This design comes from an exercise in tuning for small area, a short achievable clock period and few clock cycles per item on the open sky130 flow, not from production work.
In this exercise RTL edits were held to simulation tests only and were not proved equivalent to the original.

ember:
// bin_smooth
module bin_smooth #(
    parameter [25:0] CUT = 26'b10_0001_0000_0010_0000_0000_0000
) (
    input  wire        clk,
    input  wire        rst,
    input  wire        in_valid,
    output wire        in_ready,
    input  wire [31:0] in_xr,
    input  wire [31:0] in_xi,
    input  wire [31:0] in_state,
    input  wire [31:0] in_alpha,
    output reg         out_valid,
    input  wire        out_ready,
    output reg  [31:0] out_mag,
    output reg  [31:0] out_state
);
export LEC_CHECK = 0
export ABC_AREA = 1
export CAP_MARGIN = 20
export CORE_MARGIN = 2
export CORE_UTILIZATION = 65
export SETUP_SLACK_MARGIN = 5
export SLEW_MARGIN = 20
create_clock -name core_clock -period 230.0 [get_ports {clk}]
standard.sh (not shown) runs the stock make flow with config.mk's settings and CLKGATE_MAP_FILE= SYNTH_SCRIPT=/design/flow/synth_recipe.tcl, a recipe that flattens the netlist after the stock synthesis.
==> flow/flow/run.sh <==
#!/bin/bash
set -euo pipefail
R=orfs/results/sky130hd/bin_smooth/base
bash standard.sh synth > flow_synth.log 2>&1
python3 flow/fapol.py $R/1_2_yosys.v > flow_fapol.log 2>&1
rm -f $R/1_synth.odb $R/1_synth.sdc
bash standard.sh place > flow_place.log 2>&1
openroad -no_init -exit flow/ports.tcl > flow_ports.log 2>&1
bash standard.sh finish > flow_finish.log 2>&1
Other scripts of this flow, unchanged in this note and not shown: flow/flow/fapol.py, flow/flow/ports.tcl
ember completed end to end with timing, DRC and antenna clean.
Testbench counts of ember, summed over its fixed seeds: cycles 16,048, items 16,000.
Input-level comparison between violet and ember:
- CORE_UTILIZATION now 70, was 65
Notes after the runs:
Compared with ember, in violet worst hold slack across all endpoints went up by 0.012 ns; worst setup slack went down by 0.023 ns. In the route summary, violet ends up with a via count exceeding that of ember. Diff ember..violet | final clock period utilization by the worst path | negligible. Between ember and violet, the clock network contribution to total cell area does not differ in any meaningful way. Wire length grows by a few percent when moving from ember to violet.


== the reference run ==
Another version of the RTL of bin_smooth (not shown whole).
Size: ~890 flip-flops, about 200 I/O pins, roughly 120000 µm² of cells after synthesis.
clock: 230.0 ns
lec_check: 0
cap_margin: 20
core_margin: 2
core_utilization: 55
setup_slack_margin: 5
slew_margin: 20
run.sh (not shown) runs the stock make flow with config.mk's settings and CLKGATE_MAP_FILE= SYNTH_SCRIPT=/design/flow/synth_recipe.tcl, a recipe that flattens the netlist after the stock synthesis.
Stock flow here: none of the scripts above is used.
Testbench counts of the reference run, summed over its fixed seeds: cycles 16,064, items 16,000.
The following lists how the trial run was set up differently from the reference run:
- putting CTS_CLUSTER_SIZE at 30 where nothing was set
- swapping 55 for 65 in CORE_UTILIZATION
- putting CTS_BUF_LIST at sky130_fd_sc_hd__clkbuf_8 where nothing was set
### Flow results
Die height, the trial run and the reference run: higher on the reference run
Re clock-buffer cell count: the trial run is about 38% up on the reference run.
Compared with the reference run, in the trial run non-clock buffer total of the final layout fell by 29; number of antenna violations at the first check in global routing rose by 1.
When the final numbers for the trial run and the reference run were put side by side, the time the worst path needs with I/O delays and setup turned out to be smaller in the trial run.
Diff the reference run..the trial run | post-CTS setup-driven buffer insertion count | unchanged
The reference run has a higher area of the core than the trial run.
When the trial run is measured against the reference run, its number of vias per cell turns out 0.29 higher.
In terms of maximum achievable frequency, the trial run and the reference run differ only marginally.


== v6 ==
Another version of the RTL of bin_smooth (not shown whole).
For scale: ~12000 cells after synthesis, ~670 flip-flops, ~110000 um2 of cells after synthesis.
clock: 230.0 ns
lec_check: 0
cap_margin: 20
core_margin: 2
core_utilization: 65
cts_buf_list: sky130_fd_sc_hd__clkbuf_8
cts_cluster_size: 30
setup_slack_margin: 5
slew_margin: 20
v6 went all the way through the flow, and no timing, DRC or antenna check failed.
Testbench counts of v6, summed over its fixed seeds: cycles 16,048, items 16,000.
Relative to v6, the following input files were edited for v7:
==> flow/flow/run.sh (new file) <==
#!/bin/bash
set -euo pipefail
bash standard.sh place > flow_place.log 2>&1
openroad -no_init -exit flow/ports.tcl > flow_ports.log 2>&1
bash standard.sh finish > flow_finish.log 2>&1
==> flow/flow/ports.tcl (new file) <==
# Resize the port buffers in the placed design (3_place.odb) to buf_2.
set res orfs/results/sky130hd/bin_smooth/base
read_db $res/3_place.odb
set block [ord::get_db_block]
set master [[ord::get_db] findMaster sky130_fd_sc_hd__buf_2]
set n 0
foreach inst [$block getInsts] {
  set name [$inst getName]
  if {[regexp {^(input|output)[0-9]+$} $name] &&
      [[$inst getMaster] getName] eq "sky130_fd_sc_hd__clkdlybuf4s50_1"} {
    $inst swapMaster $master
    incr n
  }
}
puts "resized $n port buffers"

check_placement
write_db $res/3_place.odb
==> flow/standard.sh (new file) <==
#!/bin/bash
# synth_recipe.tcl (not shown) runs the flow's synth.tcl, then flattens the netlist and writes it again
# the make line also repeats each setting of config.mk as NAME=value (left out here)
make -C /OpenROAD-flow-scripts/flow DESIGN_CONFIG=/design/flow/config.mk WORK_HOME=/design/flow/orfs CLKGATE_MAP_FILE= SYNTH_SCRIPT=/design/flow/synth_recipe.tcl "${@:-finish}"
removed: flow/run.sh
--- outcome ---
- On wire length of the first global-routing pass, v7 and v6 are neck and neck.
- The worst hold slack was comparable across v7 and v6.
- Number of cells in the finished layout apart from fillers: v6 vs v7, no meaningful difference
- STATUS final worst slack: v7 wins against v6
- Final critical delay including setup and external delays came out lower on v7 than on v6.

## separate check: timing with driven ports
The results above use ideal ports. As a check the final layouts listed here were re-extracted and re-timed, cells and wires unchanged. Step 1: set_driving_cell puts a clkbuf_16 on clk and a buf_2 on each other input, an assumption about the parent block. Step 2 moves the port delays by t, midway between the first and last clock arrival at a register: inputs arrive t later, outputs are due t later. That takes back most of the time a late clock gives input paths. Three values: no drivers, after step 1, after step 2; two values: the first two.
| run | t (ns) | slack for setup (ns) | worst hold slack (ns) |
|---|---|---|---|
| ember | 0.759 | 182.748 / 182.663 / 182.743 | 0.396 / 0.396 / 0.396 |
| violet | 0.766 | 182.725 / 182.642 / 182.764 | 0.408 / 0.408 / 0.408 |
| the reference run | 0.824 | 181.737 / 181.643 / 182.325 | 0.400 / 0.400 / 0.400 |
| the trial run | 0.978 | 181.757 / 181.669 / 182.297 | 0.371 / 0.371 / 0.371 |
| v6 | 0.953 | 181.981 / 181.888 / 182.193 | 0.360 / 0.360 / 0.360 |
| v7 | 0.953 | 182.371 / 182.277 / 182.629 | 0.362 / 0.362 / 0.362 |
After both steps setup and hold are still met in every run listed. The setup slack of ember, which loses most, moves by -0.085 ns with the drivers and by -0.005 ns with both steps.
